Source: an optimization exercise on an open RTL-to-GDS flow (aim: small area, a short achievable clock period and few clock cycles). Production flows keep margins and buffers that such runs may drop. The RTL was checked by simulation tests, not by an equivalence proof against the original design. Power figures rest on the tool's default switching activity, not on a simulated workload.

### flow/run.sh
#!/bin/bash
# synth_recipe.tcl (not shown) runs the flow's synth.tcl, then flattens the netlist and writes it again
# the make line also repeats each setting of config.mk as NAME=value (left out here)
make -C /OpenROAD-flow-scripts/flow DESIGN_CONFIG=/design/flow/config.mk WORK_HOME=/design/flow/orfs CLKGATE_MAP_FILE= SYNTH_SCRIPT=/design/flow/synth_recipe.tcl finish
### flow/config.mk
export PLATFORM = sky130hd
export DESIGN_NAME = fgc_segmenter
export DESIGN_NICKNAME = fgc_segmenter
export VERILOG_FILES = /design/flow/design.v
export SDC_FILE = /design/flow/constraint.sdc
export NUM_CORES = 4
export LEC_CHECK = 0
export CAP_MARGIN = 20
export CORE_MARGIN = 2
export CORE_UTILIZATION = 40
export SLEW_MARGIN = 20
### flow/constraint.sdc
create_clock -name core_clock -period 12.0 [get_ports {clk}]
set_input_delay 2.4000 -clock core_clock [delete_from_list [all_inputs] [get_ports {clk}]]
set_output_delay 2.4000 -clock core_clock [all_outputs]
set_load 0.01 [all_outputs]
### flow/design.v
module fgc_segmenter (
    input  wire        clk,
    input  wire        rst,           
    input  wire        start,
    input  wire [31:0] fw_len,
    input  wire [31:0] cursor_in,
    input  wire [31:0] req_in,
    input  wire [31:0] rewind_in,
    input  wire [31:0] maxpkt,
    input  wire [7:0]  version,
    input  wire        use_chk,
    output wire        busy,
    output wire        fw_rd,
    output wire [23:0] fw_addr,
    input  wire [7:0]  fw_rdata,
    output wire        out_valid,
    output wire [7:0]  out_data,
    input  wire        out_ready,
    output reg         done,
    output wire [1:0]  result,
    output wire [3:0]  errcode,
    output wire [31:0] res_cursor,
    output wire [31:0] res_frames,
    output wire [31:0] out_len
);
    localparam [2:0] P_IDLE = 3'd0,
                     P_S1   = 3'd1,    
                     P_S2   = 3'd2,    
                     P_S3   = 3'd3,    
                     P_F    = 3'd4,    
                     P_H    = 3'd5,    
                     P_D    = 3'd6,    
                     P_C    = 3'd7;    
    reg [2:0]  pst;
    reg        busy_r;
    reg        drain;         
    reg [7:0]  ver;
    reg        chk;
    reg [23:0] cur;           
    reg        cneg, cbig;
    reg [23:0] left;          
    reg        qneg, qbig;
    reg [15:0] eff;           
    reg        mbig;
    reg [23:0] frames;        
    reg        rwok;
    reg [27:0] olen;          
    reg        lbig;
    reg [15:0] kc;            
    reg [3:0]  hidx;
    reg        ext, last, ends;
    reg [7:0]  csum;
    reg        p2v;
    reg [7:0]  o_d, s_d;
    reg        o_v, s_v;
    reg        r_err;
    reg [2:0]  r_code;
    assign busy       = busy_r;
    assign out_valid  = o_v;
    assign out_data   = o_d;
    assign result     = {r_err, 1'b0};
    assign errcode    = {1'b0, r_code};
    assign res_cursor = {8'd0, cur};
    assign res_frames = {8'd0, frames};
    assign out_len    = {4'd0, olen};
    assign fw_addr    = cur;
    wire accept = start && !busy_r;
    wire [23:0] L = olen[23:0];
    wire        c_gt   = cbig || (cur > L);
    wire [23:0] cur1   = cneg ? 24'd0 : (c_gt ? L : cur);
    wire        v_lt4  = (ver < 8'd4);
    wire [15:0] eff1   = v_lt4 ? ((mbig || eff > 16'd250) ? 16'd250 : eff)
                               : (mbig ? 16'hFFFF : eff);
    wire        e_len  = lbig;
    wire        e_ver  = (ver < 8'd3);
    wire        e_max  = !mbig && (eff == 16'd0);
    wire [24:0] sum    = {1'b0, cur} + {1'b0, frames};
    wire        do_skip = rwok && (sum < {1'b0, L});
    wire [23:0] rem    = L - cur;
    wire        q_ge   = qbig || (left >= rem);
    wire [23:0] avail  = qneg ? 24'd0 : (q_ge ? rem : left);
    wire        ends_w = qneg ? (rem == 24'd0) : q_ge;
    wire        e_long = !v_lt4 && (eff > 16'd65531) &&
                         ((left[23:16] != 8'd0) || (left[15:0] > 16'd65531));
    wire        adv     = !(p2v && s_v);
    wire        consume = p2v && !s_v;
    reg [7:0] hb;
    always @(*) begin
        case (hidx)
            4'd0:    hb = 8'hFF;
            4'd1:    hb = ver;
            4'd2:    hb = {6'd0, ext, chk};
            4'd3:    hb = kc[15:8];
            4'd4:    hb = kc[7:0];
            4'd5:    hb = 8'h00;
            4'd6:    hb = 8'h1D;
            4'd7:    hb = 8'h0C;
            4'd8:    hb = 8'h02;
            4'd9:    hb = 8'h04;
            4'd10:   hb = kc[15:8];
            4'd11:   hb = kc[7:0];
            default: hb = {7'd0, ends && last};
        endcase
    end
    wire [7:0] pb = (pst == P_H) ? hb : (pst == P_D) ? fw_rdata : csum;
    wire kc_nz    = (kc != 16'd0);
    wire rd_phase = ((pst == P_H) && (hidx == 4'd12)) || (pst == P_D);
    wire rd       = consume && rd_phase && kc_nz;
    assign fw_rd  = rd;
    wire fend = consume && ((rd_phase && !kc_nz && !chk) || (pst == P_C));
    wire to_c = consume && rd_phase && !kc_nz && chk;
    wire        le    = (left[23:16] == 8'd0) && (left[15:0] <= eff);
    wire [15:0] k     = le ? left[15:0] : eff;
    wire [15:0] k4    = k + 16'd4;
    wire        fstart = (pst == P_F && !e_long) || (fend && !last);
    wire ofree = !o_v || out_ready;
    always @(posedge clk) begin
        if (s_v) begin
            if (ofree) begin o_d <= s_d; o_v <= 1'b1; s_v <= 1'b0; end
        end else if (consume) begin
            if (ofree) begin o_d <= pb; o_v <= 1'b1; end
            else       begin s_d <= pb; s_v <= 1'b1; end
        end else if (ofree) begin
            o_v <= 1'b0;
        end
        done <= 1'b0;
        if (consume) begin
            olen <= olen + 28'd1;
            csum <= csum ^ pb;
            if (pst == P_H) begin
                if (hidx == 4'd2 && !ext) hidx <= 4'd4;
                else if (hidx != 4'd12)   hidx <= hidx + 4'd1;
                if (hidx == 4'd4 || hidx == 4'd5 || hidx == 4'd6 || hidx == 4'd11)
                    kc <= kc - 16'd1;
            end
        end
        if (rd) begin
            cur  <= cur + 24'd1;
            left <= left - 24'd1;
            kc   <= kc - 16'd1;
            pst  <= P_D;
        end
        if (to_c) pst <= P_C;
        if (fend && last) begin
            pst   <= P_C;
            p2v   <= 1'b0;
            drain <= 1'b1;
        end
        if (fstart) begin
            kc     <= k4;
            ext    <= !v_lt4 && (k4[15:8] != 8'd0);
            last   <= le;
            frames <= frames + 24'd1;
            csum   <= 8'd0;
            hidx   <= 4'd0;
            p2v    <= 1'b1;
            pst    <= P_H;
        end
        if (drain && !s_v && ofree) begin
            done   <= 1'b1;
            r_err  <= 1'b0;
            r_code <= 3'd0;
            busy_r <= 1'b0;
            drain  <= 1'b0;
            pst    <= P_IDLE;
        end
        case (pst)
            P_IDLE: if (accept) begin
                busy_r <= 1'b1;
                pst    <= P_S1;
                ver    <= version;
                chk    <= use_chk;
                olen   <= {4'd0, fw_len[23:0]};
                lbig   <= (fw_len[31:24] != 8'd0);
                cur    <= cursor_in[23:0];
                cneg   <= cursor_in[31];
                cbig   <= (cursor_in[30:24] != 7'd0);
                frames <= rewind_in[23:0];
                rwok   <= !rewind_in[31] && (rewind_in[30:24] == 7'd0);
                left   <= req_in[23:0];
                qneg   <= req_in[31];
                qbig   <= (req_in[30:24] != 7'd0);
                eff    <= maxpkt[15:0];
                mbig   <= (maxpkt[31:16] != 16'd0);
            end
            P_S1: begin
                cur <= cur1;
                eff <= eff1;
                if (e_len || e_ver || e_max) begin
                    done   <= 1'b1;
                    r_err  <= 1'b1;
                    r_code <= e_len ? 3'd3 : e_ver ? 3'd4 : 3'd7;
                    olen   <= 28'd0;
                    busy_r <= 1'b0;
                    pst    <= P_IDLE;
                end else begin
                    pst <= P_S2;
                end
            end
            P_S2: begin
                if (do_skip) cur <= sum[23:0];
                pst <= P_S3;
            end
            P_S3: begin
                left   <= avail;
                ends   <= ends_w;
                olen   <= 28'd0;
                frames <= 24'd0;
                pst    <= P_F;
            end
            P_F: if (e_long) begin
                done   <= 1'b1;
                r_err  <= 1'b1;
                r_code <= 3'd5;
                busy_r <= 1'b0;
                pst    <= P_IDLE;
            end
            default: ;
        endcase
        if (rst) begin
            pst    <= P_IDLE;
            busy_r <= 1'b0;
            done   <= 1'b0;
            drain  <= 1'b0;
            p2v    <= 1'b0;
            o_v    <= 1'b0;
            s_v    <= 1'b0;
        end
    end
endmodule
==> metrics.csv <==
stage,metric,value,unit
setup_path,r2r-start,cur[5],
logic_synthesis,syn_area,0.0156,mm2
finish,drive_above_1_share,4.73,%
place,gp_congestion,0.919,
logic_synthesis,synth-seq-cells,192,
clocking,postCtsSetupRepairBufs,0,
detailed_routing,ant_nets,0,
place,dp_hpwl,41800,um
place,preCtsSetupSlack,6240,ps
setup_path,worstPathMaxFanout,12,
logic_synthesis,synth.distinct_cells,80,
finish,regArea,0.00499,mm2
place,io_buffers,296,
clocking,clk_latency,470,ps
clocking,htree_levels,4,
hold_path,hp-class,reg -> reg,
clocking,cts_sinks,192,
sta,fin_ws,5900,ps
logic_synthesis,yosysMostFrequentCell,nand2_1,
floorplanning,coreArea,0.0386,mm2
clocking,cts_root_buffer,clkbuf_16,
logic_synthesis,synth_warnings,1,
sta,finalCritPeriodShare,50.8,%
floorplanning,start_util,40.4,%
logic_synthesis,synthFlopType,edfxtp_1,
floorplanning,row_count,72,
grt,track_usage,25.8,%
detailed_routing,routed_wl,53600,um
detailed_routing,wl_per_cell,20.5,um
clocking,clock_path_buffers,2,
hold_path,hold_start,r_err,
logic_synthesis,synth.yosys.seq_area_share,32.0,%
sta,rsz0062_at_grt,false,
power_and_ir_drop,power_frac_comb,50.5,%
finish,final_nets,2382,
logic_synthesis,syn_avg_cell_area,8.45,um2
setup_path,r2r_slack,6380,ps
detailed_routing,drt_iter0_drc,1299,
run,cap_viol_max_count,0,
setup_path,crit_path_end_kind,output port,
sta,final.setup.tns,0,ps
finish,fill_cells,3725,
grt,first_global_vias,14200,
logic_synthesis,synthArstFlopShare,0,%
logic_synthesis,netlist_top_cells_area,"edfxtp_1 22%, dfxtp_1 9.9%, ha_1 9.7%, xnor2_1 6.3%, nand2_1 4.7%",
setup_path,criticalPathCategory,reg -> out,
clocking,path_clk_slew,90,ps
power_and_ir_drop,switching_share,43.2,%
finish,finalNonFillerCells,2609,
detailed_routing,vias,14900,
place,dp.cells,2576,
logic_synthesis,synth_cells,1844,
power_and_ir_drop,power_density,165,mW/mm2
setup_path,required,9600,ps
power_and_ir_drop,ir_worst_vdd,0.0964,mV
status,status,timing/DRC/antenna clean,
logic_synthesis,yosys.area.top_type_share,22.2,%
sta,hold_violations,0,
floorplanning,dieArea,0.0406,mm2
floorplanning,die_w,201,um
finish,area_delta_synth_final,24.5,%
grt,antenna_found_initial,1,
setup_path,r2r_cells,18,
sta,min_period,6100,ps
power_and_ir_drop,power_frac_seq,30.8,%
detailed_routing,viasPerCell,5.71,
sta,tightestPinTransition,1120,ps
detailed_routing,drc,0,
setup_path,cp.arrival,3700,ps
grt,overflow,0,
power_and_ir_drop,pwr-share-clk,18.7,%
sta,setup_viol,0,
detailed_routing,firstDrtPassIters,6,
clocking,cts_resized,0,
setup_path,r2r_end,cur[8],
logic_synthesis,synth_top_area_cell,edfxtp_1,
clocking,cts_tree,done,
floorplanning,fp.dieH,201,um
sta,finalClockSkew,20.6,ps
sta,relSlewSlack,24.7,%
power_and_ir_drop,power.switching,1.38,mW
hold_path,whs_endpoint,r_err,
grt,grt_start_max_net_pins,69,
clocking,cts_buffers,17,
sta,fmax,164,MHz
sta,slew_violations,0,
hold_path,worst_hold_path.num_cells,1,
floorplanning,ios,319,
logic_synthesis,synth_edf_count,115,
finish,multi_input_area,0.00963,mm2
grt,grt_pass1_wl,82000,um
logic_synthesis,yosys-top-cells-count,"195 x nand2_1, 134 x o21ai_0, 121 x ha_1",
finish,num_antenna_cells,0,
power_and_ir_drop,p_int,1.82,mW
power_and_ir_drop,leakagePower,7.40,nW
clocking,cts_hold_buf,0,
power_and_ir_drop,p_total,3.20,mW
setup_path,cp-start-kind,register,
[worst max-delay path by stage]
stage                 from       to  slack (ps)  depth (start not counted)
CTS                  kc[7]    fw_rd        5930                          6
global route         kc[7]    fw_rd        5710                          6
detailed placement   start  left[4]        6240                          9
global placement     start  left[4]        6270                          9
finish               kc[7]    fw_rd        5900                          6
floorplan           cur[9]  cur[22]        7110                         20
[cells in the final DEF, fill, tap and decap left out, types with 9 or more instances in the layout]
cell type,instances
o221ai_1,25
nor2_1,115
a211oi_1,11
a21oi_1,85
nand2_1,194
mux2i_1,14
or3_1,15
dfxtp_1,77
and3_1,14
clkdlybuf4s50_1,296
o211ai_1,11
mux2_2,9
nand4_1,35
a22oi_1,26
or2_2,17
a21o_1,30
inv_1,114
nor2b_1,20
clkbuf_16,18
xnor2_1,112
nand3_1,57
a22o_1,11
a31oi_1,18
buf_4,16
a221oi_1,11
o21ai_0,133
nor3_1,57
nand2b_1,18
edfxtp_1,115
nor4_1,37
ha_1,121
xor2_1,56
o21a_1,26
conb_1,22
[cell families (layout without fill, tap and decap cells)]
family	after synthesis	after routing	share of synthesized area (%)
buf+inv	236	462	6.98
flops	192	192	32.0
fa+ha+maj	123	123	9.97
simple gates	629	629	20.0
other cells	1	22	0.0241
mux	23	23	1.55
xor+xnor	168	168	9.44
compound gates	472	472	20.0
[layer usage]
| metal | GRT usage (%) | vias up | share of wire (%) |
|---|---|---|---|
| met5 | 0 | - | 0.024 |
| met4 | 8.35 | 2 | 2.6 |
| met3 | 5.28 | 78 | 6.3 |
| met2 | 42.5 | 542 | 47 |
| met1 | 34.0 | 7104 | 44 |
| li1 | - | 7161 | - |
[registers in the layout, indices dropped and copies added (netlist names), 3 cells and up]
name / cells
olen: 28
cur: 24
frames: 24
left: 24
eff: 16
kc: 16
csum: 8
o_d: 8
s_d: 8
ver: 8
hidx: 4
pst: 3
r_code: 3
[per-stage QoR]
| step | area (um2) | hold slack [ps] | util (%) |
|---|---|---|---|
| 2_1_floorplan | 15700 | 427 | - |
| 3_3_place_gp | 18800 | 441 | 48.7 |
| 3_5_place_dp | 18800 | 447 | 48.7 |
| 4_1_cts | 19400 | 468 | 50.3 |
| 5_1_grt | 19400 | 502 | 50.3 |
| 6_report | 19400 | 469 | 50.3 |
[area by class of cell]
cell class                      count  area share (%)
Sequential cell                   192            25.7
Multi-Input combinational cell   1437            49.7
Tap cell                          518            3.34
Timing Repair Buffer              313            15.9
Clock buffer                       18            2.32
Inverter                          117            2.29
Clock inverter                     14           0.703
[critical path, cell delays in order (launching register included)]
cell and delay (ps):
edfxtp_1 490, or4_4 590, or4_4 460, nor4_1 330, or2_1 540, inv_2 240
clkdlybuf4s50_1 570
[power by group through the flow]
stage	Clock, mW	Sequential [mW]	Combinational [mW]
floorplan	0	0.940	1.08
global placement	0	0.996	1.56
detailed placement	0	0.998	1.59
CTS	0.604	0.983	1.61
global route	0.631	1.00	1.78
finish	0.598	0.985	1.62
Testbench counts, summed over its fixed seeds: cycles 219,099.

## static timing again, ports no longer ideal
Ports are ideal in the flow. The routed layout listed here was re-timed in OpenROAD.
Step 1 assumes that a clkbuf_16 drives the clock port and a buf_2 every other input.
Step 2 moves the port delays by t, midway between the first and last clock arrival at a register: inputs arrive t later, outputs are due t later. That takes back most of the time a late clock gives input paths.
a / b / c = ideal / step 1 / step 2; a / b = the first two.
shift t [ns]: 0.518
setup slack, ns: 5.905 / 5.846 / 6.364
clock arrival spread, ns: 0.021 / 0.020
pins driven straight from the clock port: 1
After both steps this run still meets setup and hold. For this run, drivers alone change the setup slack by -0.059 ns; drivers and shift together by +0.459 ns.
